Background: an optimization exercise with open tools, aiming at small area, a short achievable clock period and few clock cycles. Do not read the settings as production practice. The RTL was checked by simulation tests, not by an equivalence proof against the original design. Power figures rest on the tool's default switching activity, not on a simulated workload.

## x16rp_rle
module x16rp_rle (
    input  wire        clk,
    input  wire        rst,
    input  wire        reg_we,
    input  wire [5:0]  reg_addr,
    input  wire [31:0] reg_wdata,
    output reg  [31:0] reg_rdata,
    output wire        mem_req,
    output wire        mem_we,
    output wire [15:0] mem_addr,
    output wire [7:0]  mem_wdata,
    input  wire        mem_ready,
    input  wire [7:0]  mem_rdata,
    output wire        irq
);
Size: ~4,000 cells after synthesis, ~110 I/O pins, about 0.039 mm2 of cells after synthesis.
make LEC_CHECK=0 CAP_MARGIN=20 CORE_MARGIN=2 CORE_UTILIZATION=40 PLACE_DENSITY=0.6 SLEW_MARGIN=20 finish   # period 12.0 ns
run.sh (not shown) runs the stock make flow with config.mk's settings and CLKGATE_MAP_FILE= SYNTH_SCRIPT=/design/flow/synth_recipe.tcl, a recipe that flattens the netlist after the stock synthesis.
Testbench counts at the start, summed over its fixed seeds: cycles 150,331.
Change:
- SETUP_SLACK_MARGIN: not set -> 5
The new run completed without violations.
Die area does not change.
Total power came out higher by 0.57%.
Hold slack improves by 6.4 ps.
Setup slack improves by 1500 ps.
Area after synthesis stays the same.

---

== JK ==
x16rp_rle, a different RTL version from the one above (not shown whole).
Size: roughly 3800 cells after synthesis, about 560 flip-flops, about 110 I/O pins, ~0.038 mm2 of cells after synthesis.
make LEC_CHECK=0 CAP_MARGIN=20 CORE_MARGIN=2 CORE_UTILIZATION=40 PLACE_DENSITY=0.6 SETUP_SLACK_MARGIN=5 SLEW_MARGIN=20 finish   # period 12.0 ns
JK did not stop at any stage, and its layout met the timing, design-rule and antenna checks.
Testbench counts of JK, summed over its fixed seeds: cycles 150,140.
Setup changes, JK to MS
- SETUP_SLACK_MARGIN removed (was 5)
==> flow/flow/run.sh (new file) <==
#!/bin/bash
set -euo pipefail
bash standard.sh SETUP_SLACK_MARGIN=5.7 finish > standard.log 2>&1
==> flow/standard.sh (new file) <==
#!/bin/bash
# synth_recipe.tcl (not shown) runs the flow's synth.tcl, then flattens the netlist and writes it again
# the make line also repeats each setting of config.mk as NAME=value (left out here)
make -C /OpenROAD-flow-scripts/flow DESIGN_CONFIG=/design/flow/config.mk WORK_HOME=/design/flow/orfs CLKGATE_MAP_FILE= SYNTH_SCRIPT=/design/flow/synth_recipe.tcl "${@:-finish}"
removed: flow/run.sh
--- outcome ---
In the tables for MS and JK, shortest clock period the worst path allows after layout reads lower with MS. In the flow results for MS and JK, the number of cells traversed by the worst register-to-register path is larger on MS. On fraction of met3 tracks used by global routing: between MS and JK, it ends up lower for JK.

---

Another version of the RTL of x16rp_rle (not shown whole).
For scale: ~110 I/O pins.
## x16rp_rle
module x16rp_rle (
    input  wire        clk,
    input  wire        rst,
    input  wire        reg_we,
    input  wire [5:0]  reg_addr,
    input  wire [31:0] reg_wdata,
    output reg  [31:0] reg_rdata,
    output wire        mem_req,
    output wire        mem_we,
    output wire [15:0] mem_addr,
    output wire [7:0]  mem_wdata,
    input  wire        mem_ready,
    input  wire [7:0]  mem_rdata,
    output wire        irq
);
    localparam [5:0] A_IDENT = 6'h00, A_CTRL = 6'h01, A_CMD = 6'h02, A_STATUS = 6'h03,
                     A_SRC_BASE = 6'h04, A_SRC_LEN = 6'h05, A_DST_BASE = 6'h06,
                     A_DST_CAP = 6'h07, A_IDX_BASE = 6'h08, A_IDX_CAP = 6'h09,
                     A_PAL_BASE = 6'h0A, A_PAL_COUNT = 6'h0B, A_MAGIC = 6'h0C,
                     A_IN_COUNT = 6'h0D, A_OUT_COUNT = 6'h0E, A_IDX_COUNT = 6'h0F,
                     A_TILE_COUNT = 6'h10, A_ERR_INFO = 6'h11;
    localparam [1:0] OP_LIN = 2'd1, OP_TILE = 2'd2, OP_RLE = 2'd3;
    localparam [3:0] E_CMD = 4'd1, E_WINDOW = 4'd2, E_LEN = 4'd3, E_GEOM = 4'd4,
                     E_DSTOVF = 4'd6, E_IDXOVF = 4'd7, E_ABORT = 4'd8;
    localparam [3:0] S_IDLE = 4'd8, S_GEOM = 4'd9, S_REP = 4'd10, S_HDR = 4'd11, S_RLE = 4'd12;
    reg [10:0] ctrl_lo;
    reg [5:0]  ctrl_mw;
    reg [31:0] src_base, src_len, dst_base, dst_cap;
  ...
export LEC_CHECK = 0
export CAP_MARGIN = 20
export CORE_MARGIN = 2
export CORE_UTILIZATION = 60
export CTS_CLUSTER_DIAMETER = 120
export CTS_CLUSTER_SIZE = 22
export PLACE_DENSITY = 0.75
export SETUP_SLACK_MARGIN = 5
export SLEW_MARGIN = 20
create_clock -name core_clock -period 12.0 [get_ports {clk}]
Stock flow here: none of the scripts above is used.
Testbench counts at the start, summed over its fixed seeds: cycles 150,286.
Rerun with:
==> flow/flow/run.sh (new file) <==
#!/bin/bash
set -euo pipefail
bash standard.sh SETUP_SLACK_MARGIN=5.7 finish > standard.log 2>&1
==> flow/standard.sh (new file) <==
#!/bin/bash
# synth_recipe.tcl (not shown) runs the flow's synth.tcl, then flattens the netlist and writes it again
# the make line also repeats each setting of config.mk as NAME=value (left out here)
make -C /OpenROAD-flow-scripts/flow DESIGN_CONFIG=/design/flow/config.mk WORK_HOME=/design/flow/orfs CLKGATE_MAP_FILE= SYNTH_SCRIPT=/design/flow/synth_recipe.tcl "${@:-finish}"
--- a/flow/config.mk
+++ b/flow/config.mk
@@ -11,2 +10,0 @@
-export CTS_CLUSTER_DIAMETER = 120
-export CTS_CLUSTER_SIZE = 22
@@ -14 +11,0 @@
-export SETUP_SLACK_MARGIN = 5
removed: flow/run.sh
Global-route usage is higher by 3.4 points. Clock skew is higher by 0.033 ns. Clock power is higher by about 70%. Flip-flop and latch count stays the same. Routed wire length is higher by 10%. Setup slack gets better by 0.31 ns. Register-to-register slack gets better by 0.07 ns. Hold slack gets worse by 0.022 ns. Combinational power is higher by about 10%. Cell area is higher by about 9%. Via count is higher by 7.4%.
Rerun with:
==> flow/run.sh (new file) <==
#!/bin/bash
# synth_recipe.tcl (not shown) runs the flow's synth.tcl, then flattens the netlist and writes it again
# the make line also repeats each setting of config.mk as NAME=value (left out here)
make -C /OpenROAD-flow-scripts/flow DESIGN_CONFIG=/design/flow/config.mk WORK_HOME=/design/flow/orfs CLKGATE_MAP_FILE= SYNTH_SCRIPT=/design/flow/synth_recipe.tcl finish
--- a/flow/config.mk
+++ b/flow/config.mk
@@ -10,0 +11,2 @@
+export CTS_CLUSTER_DIAMETER = 120
+export CTS_CLUSTER_SIZE = 20
@@ -11,0 +14 @@
+export SETUP_SLACK_MARGIN = 5
removed: flow/flow/run.sh
removed: flow/standard.sh
After rerunning:
- power went down by about 14%
- worst setup slack loses 0.34 ns
- clock-buffer cell count is lower by 26

==> port drivers added, routing unchanged <==
How much do the figures lean on ideal ports? The routed layouts below were timed once more, with nothing changed but the port constraints. Step 1, drivers: a clkbuf_16 drives clk and a buf_2 each remaining input, both assumed. Step 2 adds t to the input delays and takes it off the output delays; t is the mean of the earliest and latest rising clock arrival at the registers after step 1. Input paths then give back, and output paths get back, about the clock's delay inside the block. a / b / c = ideal ports / drivers / drivers and shift; a / b = the first two.
| run | shift t [ns] | setup WS [ns] | hold slack, ns | cell pins on the clock port's net |
|---|---|---|---|---|
| the first run of note 1 | 0.709 | 3.511 / 3.443 / 3.618 | 0.499 / 0.499 / 0.499 | 1 |
| the second run of note 1 | 0.709 | 5.031 / 4.900 / 4.776 | 0.506 / 0.506 / 0.506 | 1 |
| JK | 0.714 | 4.952 / 4.933 / 4.306 | 0.488 / 0.488 / 0.488 | 1 |
| MS | 0.732 | 5.365 / 5.254 / 5.060 | 0.479 / 0.479 / 0.479 | 1 |
| the first run of note 3 | 0.716 | 4.931 / 4.910 / 4.529 | 0.504 / 0.504 / 0.504 | 1 |
| the second run of note 3 | 0.731 | 5.245 / 5.245 / 5.061 | 0.481 / 0.481 / 0.481 | 1 |
| the third run of note 3 | 0.659 | 4.907 / 4.886 / 4.534 | 0.471 / 0.471 / 0.471 | 1 |
After both steps every run listed still meets setup and hold. The setup slack of JK, which loses most, moves by -0.019 ns with the drivers and by -0.646 ns with both steps.
